This is an optimization exercise on Yosys and OpenROAD, whose aim is small area, a short achievable clock period and few clock cycles, not a production implementation. At most, simulation tests tie the RTL to the original design; equivalence was not proved. Power is estimated from default activity; no workload was simulated.

Setup of lane 3:
Design boo_encoder, start of the top module:
module boo_encoder (
  input  wire       clk,
  input  wire       rst,         
  input  wire       in_valid,
  output wire       in_ready,
  input  wire [7:0] in_data,
  input  wire       in_eof,
  input  wire       in_err,
  output wire       out_valid,
  input  wire       out_ready,
  output wire [7:0] out_data,
  input  wire       out_err,
  output wire [2:0] seq,
  output wire [1:0] err
);
Size in the first run: roughly 59 flip-flops, about 30 I/O pins, about 0.0035 mm² of cells after synthesis.
export LEC_CHECK = 0
export CAP_MARGIN = 20
export CORE_MARGIN = 2
export CORE_UTILIZATION = 40
export SETUP_SLACK_MARGIN = 3.2
export SLEW_MARGIN = 20
create_clock -name core_clock -period 5.0 [get_ports {clk}]
run.sh (not shown) runs the stock make flow with config.mk's settings and CLKGATE_MAP_FILE= SYNTH_SCRIPT=/design/flow/synth_recipe.tcl, a recipe that flattens the netlist after the stock synthesis.
### lane 3 -> lane 4
- swapping 3.2 for 2.5 in SETUP_SLACK_MARGIN
## What came out
Compared with lane 3, lane 4 shows a lower global routing usage summed across all routing layers. In lane 4, the worst setup margin came out 0.23 ns below the value in lane 3. Compared with lane 3, in lane 4 clock-buffer cell count moved down; fraction of power spent switching nets shrank by 1.6 points; instance count on the critical path went down 4; synthesis-to-layout area growth shrank by 21 points. Comparing lane 4 and lane 3, the higher worst path arrival time was measured on lane 3. Lane 4 ended up with a lower total power after layout than lane 3 did. Lane 4 vs. lane 3: net load switching power went down by about 9%. Re wire length: lane 3 was higher than lane 4. Relative to lane 3, design area has decreased by 15% in lane 4.
Function was not checked in any run of this note: the RTL went through the layout flow alone.

========
main:
The RTL this note starts from:
==> flow/design.v <==
module boo_encoder (
  input  wire       clk,
  input  wire       rst,         
  input  wire       in_valid,
  output wire       in_ready,
  input  wire [7:0] in_data,
  input  wire       in_eof,
  input  wire       in_err,
  output wire       out_valid,
  input  wire       out_ready,
  output wire [7:0] out_data,
  input  wire       out_err,
  output wire [2:0] seq,
  output wire [1:0] err
);
  localparam [2:0] PH_HDR  = 3'b000,    
                   PH_HLF  = 3'b001,    
                   PH_DAT  = 3'b010,    
                   PH_TRL  = 3'b011,    
                   PH_DONE = 3'b110,
                   PH_ABR  = 3'b100,    
                   PH_ABW  = 3'b101;    
  localparam [7:0] CH_CR = 8'h0D, CH_LF = 8'h0A;
  reg  [2:0] ph;
  reg        p_lf, p_c3, p_z;   
  reg        ov;
  reg  [7:0] od;
  reg        g1, g2;            
  reg  [6:0] acc;               
  reg        n0, n1, n78;       
  reg  [5:0] col;               
  reg        w4, w2;            
  reg  [1:0] fill;              
  reg        hold_v, hold_e, hold_z;
  reg  [7:0] hold_b;
  reg        ir_v, ir_e, ir_z;
  reg  [7:0] ir_b;
  assign out_valid = ov;
  assign out_data  = od;
  assign seq = {ph[2] & ~ph[1], ph[2] & ph[1], ph[1]};
  assign err = {ph[2] & ~ph[1] & ph[0], ph[2] & ~ph[1] & ~ph[0]};
  assign in_ready = ~(hold_v & ir_v);
  wire slot     = ~ov | out_ready;
  wire out_fire = ov & out_ready;
  wire in_fire  = in_valid & in_ready;
  wire rd_fail  = in_fire & in_err;
  wire wr_fail  = out_fire & out_err;
  wire       src_v = hold_v | ir_v;
  wire [7:0] sb    = hold_v ? hold_b : ir_b;
  wire       kE    = hold_v ? hold_e : ir_e;
  wire       kZ    = hold_v ? hold_z : ir_z;     
  wire       kN    = ~kE & ~kZ;
  wire hdr = (ph == PH_HDR);
  wire g0  = ~g1 & ~g2;
  wire pnd = p_lf | p_c3 | p_z;
  wire nb  = ~n0 & ~n1;                          
  wire f0  = (fill == 2'd0);
  wire b0  = ~hdr & g0;
  wire sil = kZ & b0 & (p_c3 | n0 | (nb & ~n78));
  wire s_lit  = ~hdr & ~g0;                                 
  wire s_run  = kZ & b0 & n1 & ~w2;                         
  wire s_cut  = kZ & b0 & n78;                              
  wire s_c0   = kN & b0 & n0 & ~w4;                         
  wire s_zl   = ~kZ & b0 & n1 & ~w4;                        
  wire s_tn   = ~kZ & b0 & nb;                              
  wire s_pad  = kE & b0 & n0 & ~f0 & ~w2;                   
  wire s_trl  = kE & b0 & n0 & f0;                          
  wire s_wrap = b0 & ((kZ & n1 & w2) | (kN & (n0 | n1) & w4) |
                      (kE & ((n1 & w4) | (n0 & ~f0 & w2))));
  wire s_hb   = hdr & ~kE;
  wire s_he   = hdr & kE;
  wire do_pend = pnd & slot;
  wire do_sil  = src_v & sil & (~p_c3 | slot);
  wire do_step = src_v & ~sil & ~pnd & slot;
  wire fin_step = (s_lit & ~kE) | s_run | s_cut | s_c0 | s_trl | s_hb | s_he;
  wire done     = do_sil | (do_step & fin_step);
  wire [6:0] v = ({7{p_c3}}               & {1'b0, acc[5:0]}) |
                 ({7{~pnd & s_lit & g1}}  & {1'b0, acc[1:0], sb[7:4]}) |
                 ({7{~pnd & s_lit & g2}}  & {1'b0, acc[3:0], sb[7:6]}) |
                 ({7{~pnd & s_c0}}        & {1'b0, sb[7:2]}) |
                 ({7{~pnd & s_tn}}        & acc) |
                 ({7{~pnd & (s_run | s_cut | s_pad)}} & 7'd78);
  wire [7:0] tv = {1'b0, v[6:4] + 3'd3, v[3:0]};
  wire       c_cr = ~pnd & (s_he | s_wrap | s_trl);
  wire [7:0] ch = p_lf         ? CH_LF :
                  c_cr         ? CH_CR :
                  (~pnd & s_hb) ? sb : tv;
  wire op_load = do_step & (s_lit | s_c0);
  wire op_inc  = (do_sil & ~p_c3) | (do_step & s_run);
  wire op_set1 = (do_sil & p_c3) | (do_step & s_cut);
  wire op_set0 = (do_pend & p_c3) | (do_step & (s_zl | s_tn));
  wire col_clr  = do_step & s_wrap;
  wire col_inc1 = do_step & (s_run | s_pad);
  wire col_inc2 = do_step & (s_c0 | s_zl);
  reg  [2:0] ph_n;
  always @* begin
    ph_n = ph;
    if (do_step & s_trl) ph_n = PH_TRL;
    if (do_step & s_he)  ph_n = PH_HLF;
    if (out_fire && !pnd) begin
      if (ph == PH_HLF && ph_n == PH_HLF) ph_n = PH_DAT;
      if (ph == PH_TRL) ph_n = PH_DONE;
    end
  end
  always @(posedge clk) begin
    if (rst) begin
      ph <= PH_HDR;
      ov <= 1'b0;
    end else if (wr_fail) begin
      ph <= PH_ABW;
      ov <= 1'b0;
    end else if (rd_fail) begin
      ph <= PH_ABR;
      ov <= 1'b0;
    end else if (ph[2]) begin
      ov <= 1'b0;                       
    end else begin
      ph <= ph_n;
      if (ph_n == PH_DONE) ov <= 1'b0;
      else if (slot) ov <= do_pend | do_step;
    end
  end
  always @(posedge clk) begin
    if (rst) begin
      p_lf   <= 1'b0;
      p_c3   <= 1'b0;
      p_z    <= 1'b0;
      g1     <= 1'b0;
      g2     <= 1'b0;
      acc    <= 7'd0;
      n0     <= 1'b1;
      n1     <= 1'b0;
      n78    <= 1'b0;
      col    <= 6'd0;
      w4     <= 1'b0;
      w2     <= 1'b0;
      fill   <= 2'd0;
      hold_v <= 1'b0;
      ir_v   <= 1'b0;
    end else begin
      if (do_pend) begin
        p_lf <= 1'b0;
        p_c3 <= 1'b0;
        p_z  <= 1'b0;
      end
      if (do_step) begin
        if (s_lit & g2) p_c3 <= 1'b1;
        if (s_wrap | s_trl | s_he) p_lf <= 1'b1;
        if (s_pad) p_z <= 1'b1;
        if (s_lit) begin
          g1 <= g0;                     
          g2 <= g1;
        end
        if (s_c0 | s_zl) g1 <= 1'b1;
        if (s_lit & kE) fill <= g1 ? 2'd2 : (f0 ? 2'd1 : fill);
        if (s_pad) fill <= fill - 2'd1;
      end
      if (op_load) begin
        acc <= {1'b0, sb[5:0]};
      end else if (op_inc) begin
        acc <= acc + 7'd1;
        n0  <= 1'b0;
        n1  <= n0;
        n78 <= (acc == 7'd77);
      end else if (op_set1) begin
        acc <= 7'd1;
        n0  <= 1'b0;
        n1  <= 1'b1;
        n78 <= 1'b0;
      end else if (op_set0) begin
        acc <= 7'd0;
        n0  <= 1'b1;
        n1  <= 1'b0;
        n78 <= 1'b0;
      end
      if (col_clr) begin
        col <= 6'd0;
        w4  <= 1'b0;
        w2  <= 1'b0;
      end else if (col_inc1) begin
        col <= col + 6'd1;
        w4  <= (col >= 6'd34);
        w2  <= w4;
      end else if (col_inc2) begin
        col <= col + 6'd2;
        w4  <= (col >= 6'd33);
        w2  <= (col >= 6'd34);
      end
      if (hold_v) begin
        if (done) hold_v <= 1'b0;
      end else if (ir_v && !done) begin
        hold_v <= 1'b1;
      end
      ir_v <= (in_fire & ~in_err) | (ir_v & hold_v);
    end
  end
  always @(posedge clk) begin
    if (slot) od <= ch;
    if (!hold_v) begin
      hold_b <= ir_b;
      hold_e <= ir_e;
      hold_z <= ir_z;
    end
    if (in_ready) begin
      ir_b <= in_eof ? 8'h00 : in_data;
      ir_e <= in_eof;
      ir_z <= ~in_eof & (in_data == 8'h00);
    end
  end
endmodule
Settings: LEC_CHECK=0, CAP_MARGIN=20, CORE_MARGIN=2, CORE_UTILIZATION=40, SETUP_SLACK_MARGIN=3.0, SLEW_MARGIN=20; clock period 5.0 ns.
main: no failed stages, no open violations at the end
Testbench counts of main, summed over its fixed seeds: cycles 37,727.
## Diff of input files: the feature branch against main
Settings: swapping 3.0 for 2.5 in SETUP_SLACK_MARGIN.
## What came out
- The feature branch has proportion of power drawn by flip-flops and latches above what main had.
- Relative to main, the number of non-clock buffers of the feature branch is lower by about 44%.
- On relative slew slack: the feature branch sits below main.
- Comparing main and the feature branch, the lower worst hold slack was measured on the feature branch.

========
Another version of the RTL of boo_encoder (not shown whole).
For scale: ~370 cells after synthesis, roughly 60 flip-flops, roughly 30 I/O pins.
==> flow/config.mk <==
export PLATFORM = sky130hd
export DESIGN_NAME = boo_encoder
export DESIGN_NICKNAME = boo_encoder
export VERILOG_FILES = /design/flow/design.v
export SDC_FILE = /design/flow/constraint.sdc
export NUM_CORES = 4
export LEC_CHECK = 0
export CAP_MARGIN = 20
export CORE_MARGIN = 2
export CORE_UTILIZATION = 50
export SETUP_SLACK_MARGIN = 2.8
export SLEW_MARGIN = 20
==> flow/constraint.sdc <==
create_clock -name core_clock -period 5.0 [get_ports {clk}]
set_input_delay 1.0000 -clock core_clock [delete_from_list [all_inputs] [get_ports {clk}]]
set_output_delay 1.0000 -clock core_clock [all_outputs]
set_load 0.01 [all_outputs]
standard.sh (not shown) runs the stock make flow with config.mk's settings and CLKGATE_MAP_FILE= SYNTH_SCRIPT=/design/flow/synth_recipe.tcl, a recipe that flattens the netlist after the stock synthesis.
==> flow/flow/run.sh <==
#!/bin/bash
# The standard layout, with plain buffers (not delay cells) on the ports and
# a clock tree of larger sink clusters without dummy balancing loads.
set -euo pipefail
bash standard.sh 'BUFFER_PORTS_ARGS=-buffer_cell sky130_fd_sc_hd__buf_2' \
  'CTS_ARGS=-sink_clustering_enable -repair_clock_nets -dont_use_dummy_load -sink_clustering_size 30 -sink_clustering_max_diameter 200' \
  finish > standard_flow.log 2>&1
Testbench counts at the start, summed over its fixed seeds: cycles 37,727.
==> next run, changes <==
==> flow/flow/run.sh (replaced) <==
#!/bin/bash
# The standard layout, with plain buffers (not delay cells) on the ports and
# a clock tree of a few strong buffers without dummy balancing loads.
set -euo pipefail
bash standard.sh 'BUFFER_PORTS_ARGS=-buffer_cell sky130_fd_sc_hd__buf_2' \
  'CTS_ARGS=-sink_clustering_enable -repair_clock_nets -dont_use_dummy_load -buf_list sky130_fd_sc_hd__clkbuf_16 -root_buf sky130_fd_sc_hd__clkbuf_16 -sink_clustering_size 20 -sink_clustering_max_diameter 300 -sink_buffer_max_cap_derate 0.001' \
  finish > standard_flow.log 2>&1
- CORE_UTILIZATION: 50 -> 60
The new run finished clean.
Utilization rises by 13 points.
Total power is higher by 18%.
Critical path depth does not change.
Synthesized area does not change.
==> next run, changes <==
==> flow/flow/run.sh (replaced) <==
#!/bin/bash
# The standard layout, with plain buffers (not delay cells) on the ports and
# a clock tree of larger sink clusters without dummy balancing loads.
set -euo pipefail
bash standard.sh 'BUFFER_PORTS_ARGS=-buffer_cell sky130_fd_sc_hd__buf_2' \
  'CTS_ARGS=-sink_clustering_enable -repair_clock_nets -dont_use_dummy_load -sink_clustering_size 30 -sink_clustering_max_diameter 200' \
  finish > standard_flow.log 2>&1
- CORE_UTILIZATION: 60 -> 65
Area after synthesis is unchanged; maximum frequency is lower by 0.71%; cell area is lower by about 3.7%.
==> next run, changes <==
==> flow/flow/run.sh (replaced) <==
#!/bin/bash
# The standard layout, with plain buffers (not delay cells) on the ports.
set -euo pipefail
bash standard.sh 'BUFFER_PORTS_ARGS=-buffer_cell sky130_fd_sc_hd__buf_2' finish > standard_flow.log 2>&1
- CORE_UTILIZATION: 65 -> 40
What happened: Clock-buffer cell count stays the same. Hold slack improved by 0.017 ns. Combinational power went up by 4.6%.
==> next run, changes <==
==> flow/flow/run.sh (replaced) <==
#!/bin/bash
# The standard layout, with plain buffers (not delay cells) on the ports and
# a clock tree of larger sink clusters without dummy balancing loads.
set -euo pipefail
bash standard.sh 'BUFFER_PORTS_ARGS=-buffer_cell sky130_fd_sc_hd__buf_2' \
  'CTS_ARGS=-sink_clustering_enable -repair_clock_nets -dont_use_dummy_load -sink_clustering_size 30 -sink_clustering_max_diameter 200' \
  finish > standard_flow.log 2>&1
- CORE_UTILIZATION: 40 -> 60
- SETUP_SLACK_MARGIN: 2.8 -> 2.9
What happened:
- global-route usage grows by 10 points
- core utilization came out higher by 26 points
- wire length fell by 1.2%
- cell count decreases by 6.2%
- clock power went down by 35%
- sequential power is about the same
- design area barely changes
- sequential share of layout area increases by 0.13 points

-- afterwards: timing with drivers on the ports --
In the flow no input, the clock included, has a driving cell. The finished layouts below were timed again as built, in two steps.
Step 1: set_driving_cell puts a clkbuf_16 on clk and a buf_2 on each other input, an assumption about the parent block.
Step 2 also shifts input and output timing later by t, the mid clock arrival at the registers, as if the neighbouring blocks saw the same clock.
Slacks: no drivers / after step 1 / after step 2; pairs: no drivers / after step 1.
run | t (ns) | setup slack, ns | slew at the worst register clock pin (ns) | pins driven straight from the clock port
lane 3 | 0.373 | 2.807 / 2.785 / 2.568 | 0.08 / 0.08 | 1
lane 4 | 0.372 | 2.575 / 2.545 / 2.278 | 0.09 / 0.09 | 1
main | 0.372 | 2.565 / 2.555 / 2.182 | 0.07 / 0.07 | 1
the feature branch | 0.372 | 2.569 / 2.561 / 2.189 | 0.07 / 0.07 | 1
the first run of note 3 | 0.365 | 2.794 / 2.764 / 2.513 | 0.08 / 0.08 | 1
the second run of note 3 | 0.355 | 2.846 / 2.813 / 2.519 | 0.06 / 0.06 | 1
the third run of note 3 | 0.359 | 2.830 / 2.802 / 2.482 | 0.07 / 0.07 | 1
the fourth run of note 3 | 0.378 | 2.821 / 2.791 / 2.529 | 0.08 / 0.08 | 1
the fifth run of note 3 | 0.366 | 2.824 / 2.794 / 2.515 | 0.07 / 0.07 | 1
After both steps every run listed still meets setup and hold. The setup slack of main, which loses most, moves by -0.010 ns with the drivers and by -0.383 ns with both steps.
